This design comes from an exercise in tuning for small area, a short achievable clock period and few clock cycles on the open sky130 flow, not from production work. Where RTL was checked, it was by simulation tests only, not by an equivalence proof against the original.

// bunny24_cipher
module bunny24_cipher (
  input         clk,
  input         rst,         
  input         key_valid,
  input  [23:0] key_in,
  output        key_ready,
  input         in_valid,
  input  [1:0]  in_mode,
  input  [23:0] in_data,
  output        in_ready,
  output        out_valid,
  output [23:0] out_data,
  input         out_ready
);
Size in the first run: roughly 3100 cells after synthesis, roughly 620 flip-flops, roughly 82 I/O pins.
==> module bunny24_cipher, before the edit <==
module bunny24_cipher (
  input         clk,
  input         rst,         
  input         key_valid,
  input  [23:0] key_in,
  output        key_ready,
  input         in_valid,
  input  [1:0]  in_mode,
  input  [23:0] in_data,
  output        in_ready,
  output        out_valid,
  output [23:0] out_data,
  input         out_ready
);
  reg        kfire_q;            
  reg        have_key;
  reg        kexp;               
  reg        kinit;              
  reg [4:0]  kcnt;               
  reg [23:0] key_reg;            
  reg [23:0] rk [0:15];          
  reg [47:0] win;                
  reg [23:0] a, b;               
  reg        av, adec, ared, bv, bdec, bred;
  reg [3:0]  akidx, bkidx;       
  reg [1:0]  atag, btag;         
  reg [23:0] obuf, sb0, sb1;     
  reg        ov, sb0v, sb1v;
  reg [1:0]  sb0t, sb1t;
  reg [1:0]  itag, otag;         
  reg [1:0]  cnt;                
  reg        in_ready_r, key_ready_r;
  wire [23:0] sf, mi, mf, si;
  bunny24_sfwd u_sf (.in(a), .out(sf));
  bunny24_minv u_mi (.in(a), .out(mi));
  bunny24_mfwd u_mf (.in(b), .out(mf));
  bunny24_sinv u_si (.in(b), .out(si));
  wire [23:0] h1     = adec ? mi : sf;
  wire [23:0] kround = bred ? key_reg : rk[bkidx];
  wire [23:0] nxt    = (bdec ? si : mf) ^ kround;
  wire        alast  = av & (adec ? (akidx == 4'd0) : (akidx == 4'd15));
  wire        blast  = bv & (bdec ? (bkidx == 4'd0) : (bkidx == 4'd15));
  wire        bcont  = bv & ~blast;
  wire [3:0]  bkidx_n = bdec ? bkidx - 4'd1 : bkidx + 4'd1;
  wire [23:0] wkey = in_mode[1] ? key_reg : (in_mode[0] ? rk[15] : rk[0]);
  wire        fire_in  = in_valid & in_ready_r;
  wire        fire_key = key_valid & key_ready_r;
  wire        deliver  = ov & out_ready;
  wire        ofree    = ~ov | out_ready;
  wire [5:0]  w7   = sf[5:0] ^ a[23:18];
  wire [47:0] win0 = {a, sf[23:18] ^ a[17:12], sf[17:12] ^ a[11:6],
                      sf[11:6] ^ a[5:0], w7};
  wire [5:0]  x7r = {win[4:0], win[5]};
  wire [5:0]  t1, t2;
  bunny24_s1 u_ks1 (.v(x7r), .y(t1));
  bunny24_s2 u_ks2 (.v(win[5:0]), .y(t2));
  wire [5:0]  g  = kcnt[0] ? t2 : (t1 ^ 6'h2A);
  wire [5:0]  n0 = win[47:42] ^ g;
  wire [5:0]  n1 = win[41:36] ^ n0;
  wire [5:0]  n2 = win[35:30] ^ n1;
  wire [5:0]  n3 = win[29:24] ^ n2;
  wire [23:0] lanes  = {n0, n1, n2, n3};
  wire        kchunk = kexp & ~kinit;
  wire        kdone  = kchunk & (kcnt == 5'd18);
  integer r, j, ip;
  always @(posedge clk) begin
    for (r = 0; r < 16; r = r + 1)
      for (j = 0; j < 4; j = j + 1) begin
        ip = 20 * (r / 5) + (r % 5) + 5 * j;
        if (kchunk && kcnt == ip / 4)
          rk[r][23 - 6 * j -: 6] <= lanes[23 - 6 * (ip % 4) -: 6];
      end
  end
  always @(posedge clk) begin
    if (fire_key)
      key_reg <= key_in;
    if (kinit)
      win <= win0;
    else
      win <= {win[23:0], lanes};
    kinit <= kfire_q;
    if (kfire_q)
      kcnt <= 5'd0;
    else if (kchunk)
      kcnt <= kcnt + 5'd1;
  end
  always @(posedge clk) begin
    b     <= h1;
    bdec  <= adec;
    bred  <= ared;
    bkidx <= akidx;
    btag  <= atag;
    if (bcont) begin
      a     <= nxt;
      adec  <= bdec;
      ared  <= bred;
      akidx <= bkidx_n;
      atag  <= btag;
    end else begin
      a     <= kfire_q ? key_reg : (in_data ^ wkey);
      adec  <= in_mode[0];
      ared  <= in_mode[1];
      akidx <= (in_mode[1] ^ in_mode[0]) ? 4'd14 : 4'd1;
      atag  <= itag;
    end
  end
  wire comp_o = blast & (btag == otag) & ofree;       
  wire comp_s = blast & ~comp_o;                      
  wire s0_o   = ~comp_o & sb0v & (sb0t == otag) & ofree;
  wire s1_o   = ~comp_o & ~s0_o & sb1v & (sb1t == otag) & ofree;
  always @(posedge clk) begin
    if (comp_o)
      obuf <= nxt;
    else if (s0_o)
      obuf <= sb0;
    else if (s1_o)
      obuf <= sb1;
    if (comp_s & ~sb0v) begin
      sb0  <= nxt;
      sb0t <= btag;
    end
    if (comp_s & sb0v) begin
      sb1  <= nxt;
      sb1t <= btag;
    end
  end
  wire av_n   = bcont | fire_in;
  wire kexp_n = kfire_q | (kexp & ~kdone);
  wire [1:0] cnt_n = cnt + {1'b0, fire_in} - {1'b0, deliver};
  always @(posedge clk) begin
    if (rst) begin
      kfire_q     <= 1'b0;
      have_key    <= 1'b0;
      kexp        <= 1'b0;
      av          <= 1'b0;
      bv          <= 1'b0;
      ov          <= 1'b0;
      sb0v        <= 1'b0;
      sb1v        <= 1'b0;
      itag        <= 2'd0;
      otag        <= 2'd0;
      cnt         <= 2'd0;
      in_ready_r  <= 1'b0;
      key_ready_r <= 1'b1;
    end else begin
      kfire_q  <= fire_key;
      have_key <= have_key | fire_key;
      kexp     <= kexp_n;
      av       <= av_n;
      bv       <= av;
      if (fire_in)
        itag <= itag + 2'd1;
      if (comp_o | s0_o | s1_o) begin
        ov   <= 1'b1;
        otag <= otag + 2'd1;
      end else if (deliver)
        ov <= 1'b0;
      if (s0_o)
        sb0v <= 1'b0;
      else if (comp_s & ~sb0v)
        sb0v <= 1'b1;
      if (s1_o)
        sb1v <= 1'b0;
      else if (comp_s & sb0v)
        sb1v <= 1'b1;
      cnt <= cnt_n;
      in_ready_r  <= have_key & ~fire_key & ~kexp_n & ~kfire_q &
                     (~av | alast) & (cnt_n != 2'd3);
      key_ready_r <= ~fire_in & ~kexp_n & ~kfire_q & ~av_n & (~av | alast);
    end
  end
  assign key_ready = key_ready_r;
  assign in_ready  = in_ready_r;
  assign out_valid = ov;
  assign out_data  = obuf;
endmodule
Settings: LEC_CHECK=0, CAP_MARGIN=20, CORE_MARGIN=2, CORE_UTILIZATION=40, SETUP_SLACK_MARGIN=5, SLEW_MARGIN=20; clock period 8.0 ns.
run.sh (not shown) runs the stock make flow with config.mk's settings and CLKGATE_MAP_FILE= SYNTH_SCRIPT=/design/flow/synth_recipe.tcl, a recipe that flattens the netlist after the stock synthesis.
Next try:
--- a/flow/design.v
+++ b/flow/design.v
@@ -190,11 +190,11 @@
 );
   reg        kfire_q;            
   reg        have_key;
   reg        kexp;               
   reg        kinit;              
-  reg [4:0]  kcnt;               
+  reg [3:0]  kcnt;               
   reg [23:0] key_reg;            
   reg [23:0] rk [0:15];          
   reg [47:0] win;                
   reg [23:0] a, b;               
   reg        av, adec, ared, bv, bdec, bred;
@@ -224,43 +224,46 @@
   wire        deliver  = ov & out_ready;
   wire        ofree    = ~ov | out_ready;
   wire [5:0]  w7   = sf[5:0] ^ a[23:18];
   wire [47:0] win0 = {a, sf[23:18] ^ a[17:12], sf[17:12] ^ a[11:6],
                       sf[11:6] ^ a[5:0], w7};
-  wire [5:0]  x7r = {win[4:0], win[5]};
+  wire [5:0]  x7r = {win[4:0], win[5]};        
   wire [5:0]  t1, t2;
   bunny24_s1 u_ks1 (.v(x7r), .y(t1));
-  bunny24_s2 u_ks2 (.v(win[5:0]), .y(t2));
-  wire [5:0]  g  = kcnt[0] ? t2 : (t1 ^ 6'h2A);
-  wire [5:0]  n0 = win[47:42] ^ g;
+  wire [5:0]  n0 = win[47:42] ^ t1 ^ 6'h2A;
   wire [5:0]  n1 = win[41:36] ^ n0;
   wire [5:0]  n2 = win[35:30] ^ n1;
   wire [5:0]  n3 = win[29:24] ^ n2;
-  wire [23:0] lanes  = {n0, n1, n2, n3};
+  bunny24_s2 u_ks2 (.v(n3), .y(t2));
+  wire [5:0]  n4 = win[23:18] ^ t2;
+  wire [5:0]  n5 = win[17:12] ^ n4;
+  wire [5:0]  n6 = win[11:6] ^ n5;
+  wire [5:0]  n7 = win[5:0] ^ n6;
+  wire [47:0] lanes  = {n0, n1, n2, n3, n4, n5, n6, n7};
   wire        kchunk = kexp & ~kinit;
-  wire        kdone  = kchunk & (kcnt == 5'd18);
+  wire        kdone  = kchunk & (kcnt == 4'd9);
   integer r, j, ip;
   always @(posedge clk) begin
     for (r = 0; r < 16; r = r + 1)
       for (j = 0; j < 4; j = j + 1) begin
         ip = 20 * (r / 5) + (r % 5) + 5 * j;
-        if (kchunk && kcnt == ip / 4)
-          rk[r][23 - 6 * j -: 6] <= lanes[23 - 6 * (ip % 4) -: 6];
+        if (kchunk && kcnt == ip / 8)
+          rk[r][23 - 6 * j -: 6] <= lanes[47 - 6 * (ip % 8) -: 6];
       end
   end
   always @(posedge clk) begin
     if (fire_key)
       key_reg <= key_in;
     if (kinit)
       win <= win0;
     else
-      win <= {win[23:0], lanes};
+      win <= lanes;
     kinit <= kfire_q;
     if (kfire_q)
-      kcnt <= 5'd0;
+      kcnt <= 4'd0;
     else if (kchunk)
-      kcnt <= kcnt + 5'd1;
+      kcnt <= kcnt + 4'd1;
   end
   always @(posedge clk) begin
     b     <= h1;
     bdec  <= adec;
     bred  <= ared;
What happened:
- synthesized cell count decreases by 0.45%
- die area goes down by 1.5%
- area after synthesis is lower by 1.5%
- maximum frequency shrinks by 24%
- cell area rises by 0.79%
- non-clock buffer count goes up by 41
- cell count came out higher by 0.77%
- worst hold slack barely changes
- clock-buffer cell count went up by 3
Function was not checked in any run of this note: the RTL went through the layout flow alone.

---

== run 1 ==
bunny24_cipher, a different RTL version from the one above (not shown whole).
Size in the first run: roughly 5500 cells after synthesis, roughly 790 flip-flops, ~53000 sq um of cells after synthesis.
==> module bunny24_cipher, before the edit <==
module bunny24_cipher (
  input         clk,
  input         rst,         
  input         key_valid,
  input  [23:0] key_in,
  output        key_ready,
  input         in_valid,
  input  [1:0]  in_mode,
  input  [23:0] in_data,
  output        in_ready,
  output        out_valid,
  output [23:0] out_data,
  input         out_ready
);
  localparam NP = 2;             
  localparam NT = 6;             
  reg        kfire_q;            
  reg        have_key;
  reg        kexp;               
  reg        kinit;              
  reg [4:0]  kcnt;               
  reg [23:0] key_reg;            
  reg [23:0] rk [0:15];          
  reg [47:0] win;                
  reg         in_ready_r, key_ready_r;
  wire [23:0] a0, sf0;           
  wire [5:0]  w7   = sf0[5:0] ^ a0[23:18];
  wire [47:0] win0 = {a0, sf0[23:18] ^ a0[17:12], sf0[17:12] ^ a0[11:6],
                      sf0[11:6] ^ a0[5:0], w7};
  wire [5:0]  x7r = {win[4:0], win[5]};
  wire [5:0]  t1, t2;
  bunny24_s1 u_ks1 (.v(x7r), .y(t1));
  bunny24_s2 u_ks2 (.v(win[5:0]), .y(t2));
  wire [5:0]  g  = kcnt[0] ? t2 : (t1 ^ 6'h2A);
  wire [5:0]  n0 = win[47:42] ^ g;
  wire [5:0]  n1 = win[41:36] ^ n0;
  wire [5:0]  n2 = win[35:30] ^ n1;
  wire [5:0]  n3 = win[29:24] ^ n2;
  wire [23:0] lanes  = {n0, n1, n2, n3};
  wire        kchunk = kexp & ~kinit;
  wire        kdone  = kchunk & (kcnt == 5'd18);
  integer r, j, ip;
  always @(posedge clk) begin
    for (r = 0; r < 16; r = r + 1)
      for (j = 0; j < 4; j = j + 1) begin
        ip = 20 * (r / 5) + (r % 5) + 5 * j;
        if (kchunk && kcnt == ip / 4)
          rk[r][23 - 6 * j -: 6] <= lanes[23 - 6 * (ip % 4) -: 6];
      end
  end
  wire fire_key = key_valid & key_ready_r;
  always @(posedge clk) begin
    if (fire_key)
      key_reg <= key_in;
    if (kinit)
      win <= win0;
    else
      win <= {win[23:0], lanes};
    kinit <= kfire_q;
    if (kfire_q)
      kcnt <= 5'd0;
    else if (kchunk)
      kcnt <= kcnt + 5'd1;
  end
  reg  [NP-1:0] ent;             
  reg  [2:0]  itag;              
  wire        fire_in = in_valid & in_ready_r;
  wire [23:0] wkey    = in_mode[1] ? key_reg : (in_mode[0] ? rk[15] : rk[0]);
  wire [23:0] win_blk = in_data ^ wkey;
  wire [NP-1:0] av_v, alast_v, av_n_v, blast_v;
  wire [2:0]    btag_v [0:NP-1];
  wire [23:0]   nxt_v  [0:NP-1];
  wire [23:0]   a_v    [0:NP-1];
  wire [23:0]   sf_v   [0:NP-1];
  genvar p;
  generate
    for (p = 0; p < NP; p = p + 1) begin : g_pipe
      reg [23:0] a, b;
      reg        av, adec, ared, bv, bdec, bred;
      reg [3:0]  akidx, bkidx;   
      reg [2:0]  atag, btag;
      wire [23:0] sf, mi, mf, si;
      bunny24_sfwd u_sf (.in(a), .out(sf));
      bunny24_minv u_mi (.in(a), .out(mi));
      bunny24_mfwd u_mf (.in(b), .out(mf));
      bunny24_sinv u_si (.in(b), .out(si));
      wire [23:0] h1     = adec ? mi : sf;
      wire [23:0] kround = bred ? key_reg : rk[bkidx];
      wire [23:0] nxt    = (bdec ? si : mf) ^ kround;
      wire        alast  = av & (adec ? (akidx == 4'd0) : (akidx == 4'd15));
      wire        blast  = bv & (bdec ? (bkidx == 4'd0) : (bkidx == 4'd15));
      wire        bcont  = bv & ~blast;
      wire [3:0]  bkidx_n = bdec ? bkidx - 4'd1 : bkidx + 4'd1;
      wire        av_n   = bcont | (fire_in & ent[p]);
      always @(posedge clk) begin
        b     <= h1;
        bdec  <= adec;
        bred  <= ared;
        bkidx <= akidx;
        btag  <= atag;
        if (bcont) begin
          a     <= nxt;
          adec  <= bdec;
          ared  <= bred;
          akidx <= bkidx_n;
          atag  <= btag;
        end else begin
          a     <= (p == 0 && kfire_q) ? key_reg : win_blk;
          adec  <= in_mode[0];
          ared  <= in_mode[1];
          akidx <= (in_mode[1] ^ in_mode[0]) ? 4'd14 : 4'd1;
          atag  <= itag;
        end
        if (rst) begin
          av <= 1'b0;
          bv <= 1'b0;
        end else begin
          av <= av_n;
          bv <= av;
        end
      end
      assign av_v[p]    = av;
      assign alast_v[p] = alast;
      assign av_n_v[p]  = av_n;
      assign blast_v[p] = blast;
      assign btag_v[p]  = btag;
      assign nxt_v[p]   = nxt;
      assign a_v[p]     = a;
      assign sf_v[p]    = sf;
    end
  endgenerate
  assign a0  = a_v[0];
  assign sf0 = sf_v[0];
  reg [23:0] res [0:NT-1];
  reg [NT-1:0] resv;
  reg [23:0] obuf;
  reg        ov;
  reg [2:0]  otag;               
  reg [2:0]  cnt;                
  wire deliver = ov & out_ready;
  wire ofree   = ~ov | out_ready;
  wire take    = resv[otag] & ofree;
  integer t, q;
  always @(posedge clk) begin
    if (take)
      obuf <= res[otag];
    for (t = 0; t < NT; t = t + 1)
      for (q = 0; q < NP; q = q + 1)
        if (blast_v[q] && btag_v[q] == t)
          res[t] <= nxt_v[q];
  end
  wire kexp_n = kfire_q | (kexp & ~kdone);
  wire [4:0] kcnt_n = kfire_q ? 5'd0 : (kchunk ? kcnt + 5'd1 : kcnt);
  wire early_ok = in_valid & ~fire_in & (in_mode[1] | (~in_mode[0] & (kcnt_n >= 5'd4)));
  wire [2:0] cnt_n = cnt + {2'b00, fire_in} - {2'b00, deliver};
  wire [NP-1:0] afree = ~av_v | alast_v;    
  wire [NP-1:0] ent_n = afree & ~(afree - 1'b1);
  always @(posedge clk) begin
    ent <= ent_n;
    if (rst) begin
      kfire_q     <= 1'b0;
      have_key    <= 1'b0;
      kexp        <= 1'b0;
      ov          <= 1'b0;
      resv        <= {NT{1'b0}};
      itag        <= 3'd0;
      otag        <= 3'd0;
      cnt         <= 3'd0;
      in_ready_r  <= 1'b0;
      key_ready_r <= 1'b1;
    end else begin
      kfire_q  <= fire_key;
      have_key <= have_key | fire_key;
      kexp     <= kexp_n;
      if (fire_in)
        itag <= (itag == NT - 1) ? 3'd0 : itag + 3'd1;
      if (take) begin
        ov   <= 1'b1;
        otag <= (otag == NT - 1) ? 3'd0 : otag + 3'd1;
      end else if (deliver)
        ov <= 1'b0;
      for (t = 0; t < NT; t = t + 1)
        if (take && otag == t)
          resv[t] <= 1'b0;
        else
          for (q = 0; q < NP; q = q + 1)
            if (blast_v[q] && btag_v[q] == t)
              resv[t] <= 1'b1;
      cnt <= cnt_n;
      in_ready_r  <= have_key & ~fire_key & (~kexp_n | early_ok) & ~kfire_q &
                     (|afree) & (cnt_n != NT);
      key_ready_r <= ~fire_in & ~kexp_n & ~kfire_q & ~(|av_n_v) & (&afree);
    end
  end
  assign key_ready = key_ready_r;
  assign in_ready  = in_ready_r;
  assign out_valid = ov;
  assign out_data  = obuf;
endmodule
Settings: LEC_CHECK=0, CAP_MARGIN=20, CORE_MARGIN=2, CORE_UTILIZATION=40, SETUP_SLACK_MARGIN=5, SLEW_MARGIN=20; clock period 8.0 ns.
Run 1 ran to completion and came out clean on the timing, design-rule and antenna checks.
Testbench counts of run 1, summed over its fixed seeds: cycles 22,484.
[inputs] run 2 vs run 1
--- a/flow/design.v
+++ b/flow/design.v
@@ -325,10 +325,8 @@
         if (blast_v[q] && btag_v[q] == t)
           res[t] <= nxt_v[q];
   end
   wire kexp_n = kfire_q | (kexp & ~kdone);
-  wire [4:0] kcnt_n = kfire_q ? 5'd0 : (kchunk ? kcnt + 5'd1 : kcnt);
-  wire early_ok = in_valid & ~fire_in & (in_mode[1] | (~in_mode[0] & (kcnt_n >= 5'd4)));
   wire [2:0] cnt_n = cnt + {2'b00, fire_in} - {2'b00, deliver};
   wire [NP-1:0] afree = ~av_v | alast_v;    
   wire [NP-1:0] ent_n = afree & ~(afree - 1'b1);
   always @(posedge clk) begin
@@ -362,9 +360,9 @@
           for (q = 0; q < NP; q = q + 1)
             if (blast_v[q] && btag_v[q] == t)
               resv[t] <= 1'b1;
       cnt <= cnt_n;
-      in_ready_r  <= have_key & ~fire_key & (~kexp_n | early_ok) & ~kfire_q &
+      in_ready_r  <= have_key & ~fire_key & ~kexp_n & ~kfire_q &
                      (|afree) & (cnt_n != NT);
       key_ready_r <= ~fire_in & ~kexp_n & ~kfire_q & ~(|av_n_v) & (&afree);
     end
   end
==> summary.txt <==
- Run 2: no failed stages, no open violations at the end
- Taking run 1 as the reference, in run 2 met1 layer usage reported by global route -0.69 points; non-clock buffer count went down by about 3%.
- Side by side, vias per cell turned out higher in run 2 than in run 1.
- On sequential share of layout area, run 1 and run 2 are neck and neck.
- In the final reports, the cell area of run 2 is smaller than that of run 1.
Function not checked in run 2: the RTL went through the layout flow alone.

## re-timing with driven ports
How much do the figures lean on ideal ports? The routed layouts below were timed once more, with nothing changed but the port constraints. Step 1: set_driving_cell puts a clkbuf_16 on clk and a buf_2 on each other input, an assumption about the parent block. Step 2 adds t to the input delays and takes it off the output delays; t is the mean of the earliest and latest rising clock arrival at the registers after step 1. Input paths then give back, and output paths get back, about the clock's delay inside the block. a / b / c = no drivers / after step 1 / after step 2; a / b = the first two.
run | t, ns | setup WS [ns] | latest minus earliest clock arrival (ns) | worst data-port slew with drivers (ns)
the first run of note 1 | 0.680 | 4.970 / 4.954 / 4.486 | 0.036 / 0.035 | 0.12
the second run of note 1 | 0.686 | 4.007 / 4.007 / 4.007 | 0.050 / 0.049 | 0.05
run 1 | 0.776 | 4.867 / 4.869 / 4.138 | 0.043 / 0.043 | 0.05
run 2 | 0.770 | 4.912 / 4.882 / 4.113 | 0.086 / 0.085 | 0.17
After both steps setup and hold are still met in every run listed. The setup slack of run 2, which loses most, moves by -0.030 ns with the drivers and by -0.799 ns with both steps.
